This design comes from an exercise in tuning for small area, a short achievable clock period and few clock cycles on the open sky130 flow, not from production work.
In this exercise RTL edits were held to simulation tests only and were not proved equivalent to the original.
Power and IR drop assume default switching activity.

[flow/run.sh]
#!/bin/bash
# synth_recipe.tcl (not shown) runs the flow's synth.tcl, then flattens the netlist and writes it again
# the make line also repeats each setting of config.mk as NAME=value (left out here)
make -C /OpenROAD-flow-scripts/flow DESIGN_CONFIG=/design/flow/config.mk WORK_HOME=/design/flow/orfs CLKGATE_MAP_FILE= SYNTH_SCRIPT=/design/flow/synth_recipe.tcl finish
[flow/config.mk]
export PLATFORM = sky130hd
export DESIGN_NAME = updi_host
export DESIGN_NICKNAME = updi_host
export VERILOG_FILES = /design/flow/design.v
export SDC_FILE = /design/flow/constraint.sdc
export NUM_CORES = 4
export LEC_CHECK = 0
export CAP_MARGIN = 20
export CORE_MARGIN = 2
export CORE_UTILIZATION = 40
export SLEW_MARGIN = 20
[flow/constraint.sdc]
create_clock -name core_clock -period 8.0 [get_ports {clk}]
set_input_delay 1.6000 -clock core_clock [delete_from_list [all_inputs] [get_ports {clk}]]
set_output_delay 1.6000 -clock core_clock [all_outputs]
set_load 0.01 [all_outputs]
[flow/design.v]
module updi_host (
    input  wire        clk,
    input  wire        rst,
    input  wire        cfg_a24,
    input  wire        req_valid,
    output wire        req_ready,
    input  wire [4:0]  req_op,
    input  wire        req_wide,
    input  wire [23:0] req_addr,
    input  wire [15:0] req_data,
    input  wire [16:0] req_len,
    output reg         rsp_valid,
    output reg  [2:0]  rsp_kind,
    output reg  [2:0]  rsp_stage,
    output reg  [2:0]  rsp_cause,
    output reg  [15:0] rsp_data,
    output reg  [1:0]  life,
    output reg  [1:0]  session,
    output reg         desync,
    input  wire        wd_valid,
    output wire        wd_ready,
    input  wire [7:0]  wd_data,
    output reg         rd_valid,
    output reg  [7:0]  rd_data,
    output wire        ctl_valid,
    output wire [2:0]  ctl_cmd,
    input  wire        ctl_ready,
    input  wire        ctl_fail,
    output wire        tx_valid,
    output wire [7:0]  tx_data,
    input  wire        tx_ready,
    input  wire        rx_valid,
    input  wire        rx_err,
    input  wire [7:0]  rx_data,
    output wire        rx_ready
);
    localparam [4:0] OP_OPEN   = 5'd0,  OP_CLOSE  = 5'd1,  OP_DBRK   = 5'd2,
                     OP_ISP    = 5'd3,  OP_CDL    = 5'd4,  OP_INIT   = 5'd5,
                     OP_LDCS   = 5'd6,  OP_STCS   = 5'd7,  OP_LOAD   = 5'd8,
                     OP_STORE  = 5'd9,  OP_SETPTR = 5'd10, OP_LDINC  = 5'd11,
                     OP_STINC  = 5'd12, OP_REPEAT = 5'd13, OP_BULK   = 5'd14,
                     OP_KEY    = 5'd15, OP_SIB    = 5'd16;
    localparam [1:0] L_CLOSED = 2'd0, L_OPENED = 2'd1, L_SYNC = 2'd2;
    localparam [1:0] S_UNSYNC = 2'd0, S_SPS = 2'd1, S_VERIFIED = 2'd2;
    localparam [2:0] K_OK = 3'd0, K_TRANSPORT = 3'd1, K_NORESP = 3'd2,
                     K_PROTOCOL = 3'd3, K_INVARG = 3'd4, K_LINKINIT = 3'd5;
    localparam [2:0] G_NONE = 3'd0, G_ARG = 3'd1, G_CONFIGURE = 3'd2,
                     G_SEND = 3'd3, G_RECEIVE = 3'd4, G_ACK = 3'd5,
                     G_CHECK = 3'd6;
    localparam [2:0] C_CLOSE = 3'd0, C_DRAIN = 3'd1, C_CFG_BREAK = 3'd2,
                     C_CFG_OP = 3'd3, C_DELAY = 3'd4;
    localparam [7:0] SYNC = 8'h55, ACK = 8'h40, BREAK = 8'h00;
    localparam [2:0] ST_IDLE = 3'd0, ST_DISP = 3'd1, ST_CTL = 3'd2,
                     ST_TX = 3'd3, ST_ECHO = 3'd4, ST_RX = 3'd5,
                     ST_KEYLD = 3'd6, ST_ERR = 3'd7;
    localparam [1:0] SRC_FB = 2'd0, SRC_KEY = 2'd1, SRC_BULK = 2'd2;
    localparam [1:0] RX_DATA = 2'd0, RX_STREAM = 2'd1, RX_ACK = 2'd2;
    localparam [5:0] P_ENTRY  = 6'd0,
                     P_OPEN1  = 6'd1,  P_OPEN2  = 6'd2,  P_OPEN3  = 6'd3,
                     P_CLOSE1 = 6'd4,  P_CLOSE2 = 6'd5,
                     P_DB0    = 6'd8,  P_DB1    = 6'd9,  P_DB2    = 6'd10,
                     P_DB3    = 6'd11, P_DB4    = 6'd12, P_DB5    = 6'd13,
                     P_DB6    = 6'd14, P_DB7    = 6'd15, P_DB8    = 6'd16,
                     P_DONE   = 6'd17,
                     P_ISP0   = 6'd18, P_ISP1   = 6'd19, P_ISP2   = 6'd20,
                     P_CDL0   = 6'd21, P_CDL1   = 6'd22, P_CDL2   = 6'd23,
                     P_CDLFIN = 6'd24,
                     P_INIT1  = 6'd25, P_INIT2  = 6'd26, P_INIT3  = 6'd27,
                     P_INIT4  = 6'd28, P_INIT0  = 6'd29,
                     P_LDCS0  = 6'd30, P_LDCS1  = 6'd31, P_RXFIN  = 6'd32,
                     P_STCS0  = 6'd33,
                     P_LOAD0  = 6'd34, P_LOAD1  = 6'd35,
                     P_STS0   = 6'd36, P_STS1   = 6'd37, P_ACKCHK = 6'd38,
                     P_STS2   = 6'd39, P_STS3   = 6'd40,
                     P_PTR0   = 6'd41, P_PTR1   = 6'd42,
                     P_LDI0   = 6'd43, P_LDI1   = 6'd44,
                     P_STI0   = 6'd45, P_STI1   = 6'd46, P_STI2   = 6'd47,
                     P_REP0   = 6'd48,
                     P_BULK0  = 6'd49, P_BULK1  = 6'd50,
                     P_KEY0   = 6'd51, P_KEY1   = 6'd52, P_KEY2   = 6'd53,
                     P_SIB0   = 6'd54, P_SIB1   = 6'd55;
    reg [2:0]  state;
    reg [5:0]  pc;
    reg [5:0]  ret_pc;
    reg [4:0]  op;
    reg        wide;
    reg        a24;
    reg [23:0] addr;
    reg [15:0] dat;
    reg [16:0] len;
    reg [7:0]  fb0, fb1, fb2, fb3, fb4;
    reg [2:0]  hdr_len;
    reg [1:0]  tx_src;
    reg [16:0] tx_total;
    reg [16:0] rx_total;
    reg [1:0]  rx_dest;
    reg [16:0] cnt;
    reg [2:0]  ctl_cmd_r;
    reg        ctl_fail_r;
    reg        rx_err_r;
    reg        ack_bad_r;
    reg [15:0] res;
    reg        sent_any;
    reg        retry;
    reg        verified;
    reg [16:0] ucnt;
    reg [9:0]  bpos;
    reg [9:0]  blen;
    reg [15:0] bchunk;
    reg [5:0]  klen;
    reg [7:0]  kb [0:31];
    reg [2:0]  e_kind;
    reg [2:0]  e_stage;
    integer i;
    wire [9:0] bulk_words = {len[8:0], 1'b0};           
    wire [9:0] bulk_dend  = 10'd8 + bulk_words;          
    reg  [7:0] bulk_byte;
    reg        bulk_from_wd;
    always @(*) begin
        bulk_from_wd = 1'b0;
        bulk_byte    = 8'h00;
        if (bpos < 10'd8) begin
            case (bpos[2:0])
                3'd0: bulk_byte = SYNC;
                3'd1: bulk_byte = 8'hC2;               
                3'd2: bulk_byte = 8'h0E;               
                3'd3: bulk_byte = SYNC;
                3'd4: bulk_byte = 8'hA0;               
                3'd5: bulk_byte = len[7:0] - 8'd1;     
                3'd6: bulk_byte = SYNC;
                default: bulk_byte = 8'h65;            
            endcase
        end else if (bpos < bulk_dend) begin
            bulk_from_wd = 1'b1;
            bulk_byte    = wd_data;
        end else begin
            case (bpos - bulk_dend)
                10'd0:   bulk_byte = SYNC;
                10'd1:   bulk_byte = 8'hC2;
                default: bulk_byte = 8'h06;            
            endcase
        end
    end
    reg  [7:0] fb_byte;
    always @(*) begin
        case (cnt[2:0])
            3'd0:    fb_byte = fb0;
            3'd1:    fb_byte = fb1;
            3'd2:    fb_byte = fb2;
            3'd3:    fb_byte = fb3;
            default: fb_byte = fb4;
        endcase
    end
    wire [5:0] key_idx  = klen - 6'd1 - cnt[5:0];
    wire       fb_wd    = (cnt >= {14'd0, hdr_len});
    reg  [7:0] tx_byte;
    reg        tx_from_wd;
    always @(*) begin
        case (tx_src)
            SRC_FB: begin
                tx_from_wd = fb_wd;
                tx_byte    = fb_wd ? wd_data : fb_byte;
            end
            SRC_KEY: begin
                tx_from_wd = 1'b0;
                tx_byte    = kb[key_idx[4:0]];
            end
            default: begin
                tx_from_wd = bulk_from_wd;
                tx_byte    = bulk_byte;
            end
        endcase
    end
    assign tx_valid  = (state == ST_TX) && (!tx_from_wd || wd_valid);
    assign tx_data   = tx_byte;
    assign wd_ready  = ((state == ST_TX) && tx_from_wd && tx_ready) ||
                       (state == ST_KEYLD);
    assign rx_ready  = (state == ST_ECHO) || (state == ST_RX);
    assign ctl_valid = (state == ST_CTL);
    assign ctl_cmd   = ctl_cmd_r;
    assign req_ready = (state == ST_IDLE);
    wire tx_fire = tx_valid && tx_ready;
    wire rx_fire = rx_ready && rx_valid;
    wire [7:0] asz = a24 ? 8'h08 : 8'h04;         
    wire [7:0] psz = a24 ? 8'h02 : 8'h01;         
    wire [2:0] alen = a24 ? 3'd5 : 3'd4;          
    wire [7:0] dsz = wide ? 8'h01 : 8'h00;
    wire [9:0]  brem   = blen - bpos;
    wire [16:0] bchunk_k = ({1'b0, bchunk} < {7'd0, brem}) ? {1'b0, bchunk}
                                                           : {7'd0, brem};
    wire arg_bad =
        ((op == OP_LDINC || op == OP_STINC) && (len == 17'd0 || len > 17'd65535)) ||
        ((op == OP_REPEAT || op == OP_BULK) && (len == 17'd0 || len > 17'd256)) ||
        ((op == OP_KEY) && (len > 17'd2)) ||
        (op > OP_SIB);
    always @(posedge clk) begin
        if (rst) begin
            state     <= ST_IDLE;
            pc        <= P_ENTRY;
            ret_pc    <= P_DONE;
            life      <= L_CLOSED;
            session   <= S_UNSYNC;
            desync    <= 1'b0;
            rsp_valid <= 1'b0;
            rsp_kind  <= K_OK;
            rsp_stage <= G_NONE;
            rsp_cause <= K_OK;
            rsp_data  <= 16'd0;
            rd_valid  <= 1'b0;
            rd_data   <= 8'd0;
            ctl_cmd_r <= C_CLOSE;
            cnt       <= 17'd0;
            tx_src    <= SRC_FB;
            hdr_len   <= 3'd0;
            bpos      <= 10'd0;
            klen      <= 6'd8;
        end else begin
            rsp_valid <= 1'b0;
            rd_valid  <= 1'b0;
            case (state)
            ST_IDLE: begin
                if (req_valid) begin
                    op       <= req_op;
                    wide     <= req_wide;
                    a24      <= cfg_a24;
                    addr     <= req_addr;
                    dat      <= req_data;
                    len      <= req_len;
                    pc       <= P_ENTRY;
                    sent_any <= 1'b0;
                    retry    <= 1'b0;
                    verified <= 1'b0;
                    res      <= 16'd0;
                    state    <= ST_DISP;
                end
            end
            ST_CTL: begin
                if (ctl_ready) begin
                    ctl_fail_r <= ctl_fail;
                    state      <= ST_DISP;
                end
            end
            ST_TX: begin
                if (tx_fire) begin
                    sent_any <= 1'b1;
                    if (tx_src == SRC_BULK)
                        bpos <= bpos + 10'd1;
                    if (cnt == tx_total - 17'd1) begin
                        cnt   <= 17'd0;
                        state <= ST_ECHO;
                    end else begin
                        cnt <= cnt + 17'd1;
                    end
                end
            end
            ST_ECHO: begin
                if (rx_fire) begin
                    cnt <= cnt + 17'd1;
                    if (rx_err || cnt == tx_total - 17'd1)
                        state <= ST_DISP;
                end
            end
            ST_RX: begin
                if (rx_fire) begin
                    if (rx_err) begin
                        rx_err_r <= 1'b1;
                        state    <= ST_DISP;
                    end else begin
                        case (rx_dest)
                            RX_DATA:   res <= {res[7:0], rx_data};
                            RX_STREAM: begin
                                rd_valid <= 1'b1;
                                rd_data  <= rx_data;
                            end
                            default:   ack_bad_r <= (rx_data != ACK);
                        endcase
                        cnt <= cnt + 17'd1;
                        if (cnt == rx_total - 17'd1)
                            state <= ST_DISP;
                    end
                end
            end
            ST_KEYLD: begin
                if (wd_valid) begin
                    kb[cnt[4:0]] <= wd_data;
                    cnt <= cnt + 17'd1;
                    if (cnt[5:0] == klen - 6'd1)
                        state <= ST_DISP;
                end
            end
            ST_ERR: begin
                rsp_valid <= 1'b1;
                rsp_data  <= 16'd0;
                if (op == OP_INIT && retry) begin
                    rsp_kind  <= K_LINKINIT;
                    rsp_stage <= e_stage;
                    rsp_cause <= e_kind;
                end else begin
                    rsp_kind  <= e_kind;
                    rsp_stage <= e_stage;
                    rsp_cause <= K_OK;
                end
                if (sent_any && op != OP_OPEN && op != OP_DBRK)
                    desync <= 1'b1;
                state <= ST_IDLE;
            end
            ST_DISP: begin
                case (pc)
                P_ENTRY: begin
                    case (op)
                        OP_OPEN:  pc <= P_OPEN1;
                        OP_CLOSE: pc <= P_CLOSE1;
                        OP_DBRK: begin ret_pc <= P_DONE;   pc <= P_DB0;  end
                        OP_ISP:  begin ret_pc <= P_DONE;   pc <= P_ISP0; end
                        OP_CDL:  begin ret_pc <= P_CDLFIN; pc <= P_CDL0; end
                        OP_INIT: begin ret_pc <= P_INIT0;  pc <= P_ISP0; end
                        default: begin
                            if (arg_bad) begin
                                e_kind <= K_INVARG; e_stage <= G_ARG;
                                state  <= ST_ERR;
                            end else if (life == L_CLOSED) begin
                                e_kind <= K_TRANSPORT; e_stage <= G_SEND;
                                state  <= ST_ERR;
                            end else begin
                                case (op)
                                    OP_LDCS:   pc <= P_LDCS0;
                                    OP_STCS:   pc <= P_STCS0;
                                    OP_LOAD:   pc <= P_LOAD0;
                                    OP_STORE:  pc <= P_STS0;
                                    OP_SETPTR: pc <= P_PTR0;
                                    OP_LDINC:  pc <= P_LDI0;
                                    OP_STINC:  pc <= P_STI0;
                                    OP_REPEAT: pc <= P_REP0;
                                    OP_BULK:   pc <= P_BULK0;
                                    OP_KEY:    pc <= P_KEY0;
                                    default:   pc <= P_SIB0;
                                endcase
                            end
                        end
                    endcase
                end
                P_OPEN1: begin
                    if (life != L_CLOSED) begin
                        ctl_cmd_r <= C_CLOSE; state <= ST_CTL;
                    end
                    life <= L_CLOSED;
                    pc   <= P_OPEN2;
                end
                P_OPEN2: begin
                    ctl_cmd_r <= C_CFG_OP; state <= ST_CTL;
                    pc <= P_OPEN3;
                end
                P_OPEN3: begin
                    if (ctl_fail_r) begin
                        e_kind <= K_TRANSPORT; e_stage <= G_CONFIGURE;
                        state  <= ST_ERR;
                    end else begin
                        ctl_cmd_r <= C_DRAIN; state <= ST_CTL;
                        life    <= L_OPENED;
                        session <= S_UNSYNC;
                        ret_pc  <= P_DONE;
                        pc      <= P_DB0;
                    end
                end
                P_CLOSE1: begin
                    if (life != L_CLOSED) begin
                        ctl_cmd_r <= C_CLOSE; state <= ST_CTL;
                    end
                    pc <= P_CLOSE2;
                end
                P_CLOSE2: begin
                    life    <= L_CLOSED;
                    session <= S_UNSYNC;
                    desync  <= 1'b0;
                    pc      <= P_DONE;
                end
                P_DB0: begin
                    if (life != L_CLOSED) begin
                        ctl_cmd_r <= C_CLOSE; state <= ST_CTL;
                    end
                    life <= L_CLOSED;
                    pc   <= P_DB1;
                end
                P_DB1: begin
                    ctl_cmd_r <= C_CFG_BREAK; state <= ST_CTL;
                    pc <= P_DB2;
                end
                P_DB2: begin
                    if (ctl_fail_r) begin
                        e_kind <= K_TRANSPORT; e_stage <= G_CONFIGURE;
                        state  <= ST_ERR;
                    end else begin
                        ctl_cmd_r <= C_DRAIN; state <= ST_CTL;
                        life    <= L_OPENED;
                        session <= S_UNSYNC;
                        pc      <= P_DB3;
                    end
                end
                P_DB3: begin
                    fb0 <= BREAK; hdr_len <= 3'd1; tx_src <= SRC_FB;
                    tx_total <= 17'd1; cnt <= 17'd0; state <= ST_TX;
                    pc <= P_DB4;
                end
                P_DB4: begin
                    ctl_cmd_r <= C_DELAY; state <= ST_CTL;
                    pc <= P_DB5;
                end
                P_DB5: begin
                    fb0 <= BREAK; hdr_len <= 3'd1; tx_src <= SRC_FB;
                    tx_total <= 17'd1; cnt <= 17'd0; state <= ST_TX;
                    pc <= P_DB6;
                end
                P_DB6: begin
                    ctl_cmd_r <= C_CLOSE; state <= ST_CTL;
                    life <= L_CLOSED;
                    pc   <= P_DB7;
                end
                P_DB7: begin
                    ctl_cmd_r <= C_CFG_OP; state <= ST_CTL;
                    pc <= P_DB8;
                end
                P_DB8: begin
                    if (ctl_fail_r) begin
                        e_kind <= K_TRANSPORT; e_stage <= G_CONFIGURE;
                        state  <= ST_ERR;
                    end else begin
                        ctl_cmd_r <= C_DRAIN; state <= ST_CTL;
                        life    <= L_SYNC;
                        session <= S_UNSYNC;
                        desync  <= 1'b0;
                        pc      <= ret_pc;
                    end
                end
                P_DONE: begin
                    rsp_valid <= 1'b1;
                    rsp_kind  <= K_OK;
                    rsp_stage <= G_NONE;
                    rsp_cause <= K_OK;
                    rsp_data  <= res;
                    state     <= ST_IDLE;
                end
                P_ISP0: begin
                    if (life == L_CLOSED) begin
                        e_kind <= K_TRANSPORT; e_stage <= G_SEND;
                        state  <= ST_ERR;
                    end else begin
                        fb0 <= SYNC; fb1 <= 8'hC3; fb2 <= 8'h08;      
                        hdr_len <= 3'd3; tx_src <= SRC_FB;
                        tx_total <= 17'd3; cnt <= 17'd0; state <= ST_TX;
                        pc <= P_ISP1;
                    end
                end
                P_ISP1: begin
                    fb0 <= SYNC; fb1 <= 8'hC2; fb2 <= 8'h80;          
                    hdr_len <= 3'd3; tx_src <= SRC_FB;
                    tx_total <= 17'd3; cnt <= 17'd0; state <= ST_TX;
                    pc <= P_ISP2;
                end
                P_ISP2: begin
                    session <= S_SPS;
                    pc      <= ret_pc;
                end
                P_CDL0: begin
                    verified <= 1'b0;
                    if (life == L_CLOSED) begin
                        pc <= ret_pc;
                    end else begin
                        fb0 <= SYNC; fb1 <= 8'h80;                    
                        hdr_len <= 3'd2; tx_src <= SRC_FB;
                        tx_total <= 17'd2; cnt <= 17'd0; state <= ST_TX;
                        pc <= P_CDL1;
                    end
                end
                P_CDL1: begin
                    res <= 16'd0; rx_err_r <= 1'b0; rx_dest <= RX_DATA;
                    rx_total <= 17'd1; cnt <= 17'd0; state <= ST_RX;
                    pc <= P_CDL2;
                end
                P_CDL2: begin
                    if (rx_err_r) begin
                        desync <= 1'b1;
                    end else if (res[7:0] != 8'd0) begin
                        session  <= S_VERIFIED;
                        verified <= 1'b1;
                    end
                    pc <= ret_pc;
                end
                P_CDLFIN: begin
                    res <= {15'd0, verified};
                    pc  <= P_DONE;
                end
                P_INIT0: begin
                    ret_pc <= P_INIT1;
                    pc     <= P_CDL0;
                end
                P_INIT1: begin
                    if (verified) begin
                        res <= 16'd0;
                        pc  <= P_DONE;
                    end else begin
                        retry  <= 1'b1;
                        ret_pc <= P_INIT2;
                        pc     <= P_DB0;
                    end
                end
                P_INIT2: begin
                    ret_pc <= P_INIT3;
                    pc     <= P_ISP0;
                end
                P_INIT3: begin
                    ret_pc <= P_INIT4;
                    pc     <= P_CDL0;
                end
                P_INIT4: begin
                    if (verified) begin
                        res <= 16'd0;
                        pc  <= P_DONE;
                    end else begin
                        e_kind <= K_OK; e_stage <= G_CHECK;
                        state  <= ST_ERR;
                    end
                end
                P_LDCS0: begin
                    fb0 <= SYNC; fb1 <= {4'h8, addr[3:0]};
                    hdr_len <= 3'd2; tx_src <= SRC_FB;
                    tx_total <= 17'd2; cnt <= 17'd0; state <= ST_TX;
                    pc <= P_LDCS1;
                end
                P_LDCS1: begin
                    res <= 16'd0; rx_err_r <= 1'b0; rx_dest <= RX_DATA;
                    rx_total <= 17'd1; cnt <= 17'd0; state <= ST_RX;
                    pc <= P_RXFIN;
                end
                P_RXFIN: begin
                    if (rx_err_r) begin
                        e_kind <= K_NORESP; e_stage <= G_RECEIVE;
                        state  <= ST_ERR;
                    end else begin
                        pc <= P_DONE;
                    end
                end
                P_STCS0: begin
                    fb0 <= SYNC; fb1 <= {4'hC, addr[3:0]}; fb2 <= dat[7:0];
                    hdr_len <= 3'd3; tx_src <= SRC_FB;
                    tx_total <= 17'd3; cnt <= 17'd0; state <= ST_TX;
                    pc <= P_DONE;
                end
                P_LOAD0: begin
                    fb0 <= SYNC; fb1 <= 8'h00 | asz | dsz;
                    fb2 <= addr[7:0]; fb3 <= addr[15:8]; fb4 <= addr[23:16];
                    hdr_len <= alen; tx_src <= SRC_FB;
                    tx_total <= {14'd0, alen}; cnt <= 17'd0; state <= ST_TX;
                    pc <= P_LOAD1;
                end
                P_LOAD1: begin
                    res <= 16'd0; rx_err_r <= 1'b0; rx_dest <= RX_DATA;
                    rx_total <= wide ? 17'd2 : 17'd1; cnt <= 17'd0; state <= ST_RX;
                    pc <= P_RXFIN;
                end
                P_STS0: begin
                    fb0 <= SYNC; fb1 <= 8'h40 | asz | dsz;
                    fb2 <= addr[7:0]; fb3 <= addr[15:8]; fb4 <= addr[23:16];
                    hdr_len <= alen; tx_src <= SRC_FB;
                    tx_total <= {14'd0, alen}; cnt <= 17'd0; state <= ST_TX;
                    pc <= P_STS1;
                end
                P_STS1: begin
                    rx_err_r <= 1'b0; rx_dest <= RX_ACK;
                    rx_total <= 17'd1; cnt <= 17'd0; state <= ST_RX;
                    ret_pc <= P_STS2;
                    pc     <= P_ACKCHK;
                end
                P_ACKCHK: begin
                    if (rx_err_r) begin
                        e_kind <= K_NORESP; e_stage <= G_RECEIVE;
                        state  <= ST_ERR;
                    end else if (ack_bad_r) begin
                        e_kind <= K_PROTOCOL; e_stage <= G_ACK;
                        state  <= ST_ERR;
                    end else begin
                        pc <= ret_pc;
                    end
                end
                P_STS2: begin
                    fb0 <= dat[7:0]; fb1 <= dat[15:8];                
                    hdr_len <= wide ? 3'd2 : 3'd1; tx_src <= SRC_FB;
                    tx_total <= wide ? 17'd2 : 17'd1; cnt <= 17'd0; state <= ST_TX;
                    pc <= P_STS3;
                end
                P_STS3: begin
                    rx_err_r <= 1'b0; rx_dest <= RX_ACK;
                    rx_total <= 17'd1; cnt <= 17'd0; state <= ST_RX;
                    ret_pc <= P_DONE;
                    pc     <= P_ACKCHK;
                end
                P_PTR0: begin
                    fb0 <= SYNC; fb1 <= 8'h68 | psz;
                    fb2 <= addr[7:0]; fb3 <= addr[15:8]; fb4 <= addr[23:16];
                    hdr_len <= alen; tx_src <= SRC_FB;
                    tx_total <= {14'd0, alen}; cnt <= 17'd0; state <= ST_TX;
                    pc <= P_PTR1;
                end
                P_PTR1: begin
                    rx_err_r <= 1'b0; rx_dest <= RX_ACK;
                    rx_total <= 17'd1; cnt <= 17'd0; state <= ST_RX;
                    ret_pc <= P_DONE;
                    pc     <= P_ACKCHK;
                end
                P_LDI0: begin
                    fb0 <= SYNC; fb1 <= 8'h24 | dsz;
                    hdr_len <= 3'd2; tx_src <= SRC_FB;
                    tx_total <= 17'd2; cnt <= 17'd0; state <= ST_TX;
                    pc <= P_LDI1;
                end
                P_LDI1: begin
                    rx_err_r <= 1'b0; rx_dest <= RX_STREAM;
                    rx_total <= wide ? {len[15:0], 1'b0} : len;
                    cnt <= 17'd0; state <= ST_RX;
                    pc <= P_RXFIN;
                end
                P_STI0: begin
                    ucnt <= len;
                    fb0 <= SYNC; fb1 <= 8'h64 | dsz;
                    hdr_len <= 3'd2; tx_src <= SRC_FB;
                    tx_total <= wide ? 17'd4 : 17'd3; cnt <= 17'd0; state <= ST_TX;
                    pc <= P_STI1;
                end
                P_STI1: begin
                    rx_err_r <= 1'b0; rx_dest <= RX_ACK;
                    rx_total <= 17'd1; cnt <= 17'd0; state <= ST_RX;
                    ret_pc <= P_STI2;
                    pc     <= P_ACKCHK;
                end
                P_STI2: begin
                    if (ucnt == 17'd1) begin
                        pc <= P_DONE;
                    end else begin
                        ucnt <= ucnt - 17'd1;
                        hdr_len <= 3'd0; tx_src <= SRC_FB;
                        tx_total <= wide ? 17'd2 : 17'd1; cnt <= 17'd0; state <= ST_TX;
                        pc <= P_STI1;
                    end
                end
                P_REP0: begin
                    fb0 <= SYNC; fb1 <= 8'hA0; fb2 <= len[7:0] - 8'd1;
                    hdr_len <= 3'd3; tx_src <= SRC_FB;
                    tx_total <= 17'd3; cnt <= 17'd0; state <= ST_TX;
                    pc <= P_DONE;
                end
                P_BULK0: begin
                    blen   <= {len[8:0], 1'b0} + 10'd11;
                    bchunk <= (dat == 16'd0) ? 16'hFFFF : dat;
                    bpos   <= 10'd0;
                    tx_src <= SRC_BULK;
                    if (dat != 16'd0 && dat < 16'd10) begin
                        tx_total <= 17'd6; cnt <= 17'd0; state <= ST_TX;
                    end
                    pc <= P_BULK1;
                end
                P_BULK1: begin
                    if (bpos >= blen) begin
                        pc <= P_DONE;
                    end else begin
                        tx_src <= SRC_BULK;
                        tx_total <= bchunk_k; cnt <= 17'd0; state <= ST_TX;
                    end
                end
                P_KEY0: begin
                    klen  <= 6'd8 << len[1:0];
                    cnt   <= 17'd0;
                    state <= ST_KEYLD;
                    pc    <= P_KEY1;
                end
                P_KEY1: begin
                    fb0 <= SYNC; fb1 <= {6'b111000, len[1:0]};
                    hdr_len <= 3'd2; tx_src <= SRC_FB;
                    tx_total <= 17'd2; cnt <= 17'd0; state <= ST_TX;
                    pc <= P_KEY2;
                end
                P_KEY2: begin
                    tx_src <= SRC_KEY;
                    tx_total <= {11'd0, klen}; cnt <= 17'd0; state <= ST_TX;
                    pc <= P_DONE;
                end
                P_SIB0: begin
                    fb0 <= SYNC; fb1 <= 8'hE6;
                    hdr_len <= 3'd2; tx_src <= SRC_FB;
                    tx_total <= 17'd2; cnt <= 17'd0; state <= ST_TX;
                    pc <= P_SIB1;
                end
                P_SIB1: begin
                    rx_err_r <= 1'b0; rx_dest <= RX_STREAM;
                    rx_total <= 17'd32; cnt <= 17'd0; state <= ST_RX;
                    pc <= P_RXFIN;
                end
                default: pc <= P_DONE;
                endcase
            end
            default: state <= ST_IDLE;
            endcase
        end
    end
endmodule
==> run summary <==
==> cell families (layout without fill, tap and decap cells) <==
| kind of cell | after synthesis | after routing | share of synthesized area [%] |
|---|---|---|---|
| adders and majority gates | 62 | 62 | 2.762 |
| DFF | 564 | 564 | 55.70 |
| buffers and inverters | 229 | 369 | 3.055 |
| xor gates and xnor gates | 88 | 88 | 2.692 |
| other | 1 | 7 | 0.01310 |
| AOI/OAI and AO/OA | 553 | 553 | 12.86 |
| and+or+nand+nor | 843 | 843 | 14.54 |
| muxes | 138 | 138 | 8.379 |
==> per-layer routing <==
| metal | wire length (um) | track usage [%] |
|---|---|---|
| met1 | 37090 | 30.95 |
| met2 | 45790 | 42.16 |
| met3 | 5199 | 3.397 |
| met4 | 3077 | 8.618 |
| met5 | 0 | 0 |
==> stage by stage <==
stage	hold WS, ns	util, %	cells
detailed placement	0.4066	43.63	3464
global placement	0.4060	43.64	3464
CTS	0.3496	46.35	3572
floorplan	0.4003	-	2483
finish	0.3486	46.37	3574
global route	0.3549	46.37	3574
==> state kept, by name (all words and copies together) (netlist names), 9 cells and up, named ones only <==
signal	count
ucnt	17
bchunk	16
kb	256
dat	16
rsp_data	16
res	16
tx_total	16
len	17
cnt	17
addr	24
rx_total	17
bpos	10
blen	9
==> cell usage in the layout, fill, tap and decap left out, types with 26 or more instances in the layout <==
master,n
edfxtp_1,465
nor2_1,233
nand2_1,195
clkdlybuf4s50_1,141
a21oi_1,131
o21ai_0,123
dfxtp_1,94
mux4_2,80
nand3_1,72
inv_1,66
nor3_1,63
xnor2_1,61
ha_1,60
clkbuf_16,60
nand2b_1,53
buf_4,47
mux2i_1,45
nor4_1,34
nor2b_1,32
and2_1,28
or3_1,28
xor2_1,27
o22ai_1,26
a22o_1,26
==> power groups by stage <==
stage                     Clock, mW  Sequential [mW]  Combinational (mW)
after floorplan                   0             3.46                1.16
after global placement            0             3.60                1.73
after detailed placement          0             3.60                1.74
after CTS                      2.77             3.54                1.74
after global routing           2.88             3.56                1.88
final                          2.72             3.54                1.77
==> final cells by class <==
class | count | area (sq um) | area share [%]
antenna | 1 | 2.502 | 0.007588
tap | 950 | 1189 | 3.604
timing repair buffer | 192 | 1784 | 5.410
multi-input combinational | 1690 | 11860 | 35.97
sequential | 564 | 15950 | 48.38
clock inverter | 39 | 392.9 | 1.191
inverter | 69 | 259.0 | 0.7853
clock buffer | 69 | 1535 | 4.655
==> path summary, 6_finish.rpt <==
kind | startpoint | to | slack, ns | cells past startpoint
worst max-delay path | len[2] | tx_data[1] | 1.11 | 13
worst min-delay path | addr[21] | fb4[5] | 0.35 | 0
worst max register to register | bpos[2] | tx_total[3] | 2.91 | 13
worst min register to register | addr[21] | fb4[5] | 0.35 | 0
==> flow_metrics.py <==
metrics = {
    "run_status": {
        "status": "timing/DRC/antenna clean",
    },
    "job": {
        "max-cap-violations": 0,
    },
    "final_layout": {
        "fillers": 6554,
        "nets": 2728,
        "area_growth_pct": 15.21,
        "final_cell_area_sq_um": 32980,
        "drive_gt1_share_pct": 10.26,
    },
    "logic_synthesis": {
        "synth_cell_types": 84,
        "synthArstFlopShare_pct": 0,
        "synthesis.area_sq_um": 28630,
        "synth-seq-cells": 564,
        "ys_seq_area_share_pct": 55.70,
        "synth_cells": 2478,
        "synth_top_area_share_pct": 48.78,
        "synth-edff-count": 465,
        "synth_warnings": 1,
        "synth_top_area_cell": "edfxtp_1",
        "avgSynthCellArea_sq_um": 11.55,
        "ys.flop_type": "edfxtp_1",
        "synth_commonest_cells": "465 x edfxtp_1, 235 x nor2_1, 195 x nand2_1",
        "synth_area_leaders": "edfxtp_1 49%, dfxtp_1 6.9%, mux4_2 6.3%",
        "yosysMostFrequentCell": "edfxtp_1",
    },
    "worst_setup_path": {
        "critPathTopFamily": "simple AND/OR/NAND/NOR gates",
        "path_max_fanout": 11,
        "worstPathArrival_ns": 5.29,
        "cp_slowest_stage_delay_ns": 0.99,
        "start_kind": "flop",
        "path_class": "flop to primary output",
        "crit_required_ns": 6.40,
        "path_buf_inv": 3,
        "end_kind": "primary output",
        "path_cells": "inv_1 > ha_1 > inv_1 > ha_1 > o21a_1 > o21ai_0 > a21oi_1 > mux2_2 > a31oi_1 > nor4b_1 > nand2_1 > a311o_1 > clkdlybuf4s50_1",
        "cp_slowest_cell": "nor4b_1",
    },
    "global_route": {
        "overflow": 0,
        "grt_pass1_vias": 20840,
        "grt_pass1_wl_um": 135400,
        "track_usage_pct": 24.27,
        "grt_max_degree": 66,
        "antenna_found_initial": 1,
    },
    "timing": {
        "finalClockSkew_ns": 0.08349,
        "max_freq_mhz": 145.1,
        "setup_tns_ns": 0,
        "slew_viol_final": 0,
        "relSlewSlack_pct": 22.24,
        "finalHoldViolCount": 0,
        "period_needed_ns": 6.890,
        "min_period_over_period_pct": 86.13,
        "tightest_slew_ns": 1.150,
        "rsz0062_at_grt": "false",
        "setup_viol": 0,
        "setup_slack_ns": 1.110,
    },
    "power_and_ir_drop": {
        "combinationalPowerShare_pct": 22.0,
        "p_sw_share_pct": 31.59,
        "power.share.clock_pct": 33.8,
        "p_int_mw": 5.494,
        "p_leak_nw": 10.69,
        "power.density_nw_per_um2": 243.5,
        "finalPower_mw": 8.031,
        "max-vdd-ir-drop_uv": 191.0,
        "p_seq_share_pct": 44.1,
        "p_sw_mw": 2.537,
    },
    "die": {
        "num_rows": 98,
        "dieArea_sq_um": 73720,
        "initial_core_util_pct": 40.25,
        "io_pins": 145,
        "dieWidth_um": 271.5,
        "die_h_um": 271.5,
        "coreArea_sq_um": 71120,
    },
    "route": {
        "first_iter_violations": 2150,
        "first_pass_iters": 7,
        "ant_nets": 0,
        "avgViaCountPerCell": 5.950,
        "routedWlPerCell_um": 25.51,
        "drc": 0,
        "vias": 21270,
        "wl_um": 91160,
    },
    "clock_network": {
        "clkTransAtPathRegs_ns": 0.06,
        "post_cts_resized": 0,
        "clock_latency_ns": 0.67,
        "cts_hold_buf": 0,
        "htree_levels": 2,
        "cts_buffers": 60,
        "clock-root-buffer": "clkbuf_16",
        "clockBufferDepth": 3,
        "cts_tree": "done",
        "cts_setup_buffers": 0,
        "cts.sinks": 564,
    },
    "place": {
        "place.gp.congestion": 0.9551,
        "dp_hpwl_um": 66770,
        "pre_cts_slack_ns": 1.813,
        "dpl_cell_area_sq_um": 31030,
        "portBuffers": 144,
    },
    "worst_hold_path": {
        "hold_class": "flop to flop",
    },
}
Testbench counts, summed over its fixed seeds: cycles 50,832.

## port drivers added, routing unchanged
Ports are ideal in the flow. The routed layout listed here was re-timed in OpenROAD.
Step 1: set_driving_cell puts a clkbuf_16 on clk and a buf_2 on each other input, an assumption about the parent block.
Step 2 moves the port delays by t, midway between the first and last clock arrival at a register: inputs arrive t later, outputs are due t later. That takes back most of the time a late clock gives input paths.
Three values: no drivers, after step 1, after step 2; two values: the first two.
t, ns: 0.696
setup slack, ns: 1.110 / 1.042 / 1.738
clock arrival spread, ns: 0.088 / 0.087
worst data-port slew with drivers (ns): 0.09
After both steps this run still meets setup and hold. The setup slack of this run moves by -0.068 ns with the drivers and by +0.628 ns with both steps.
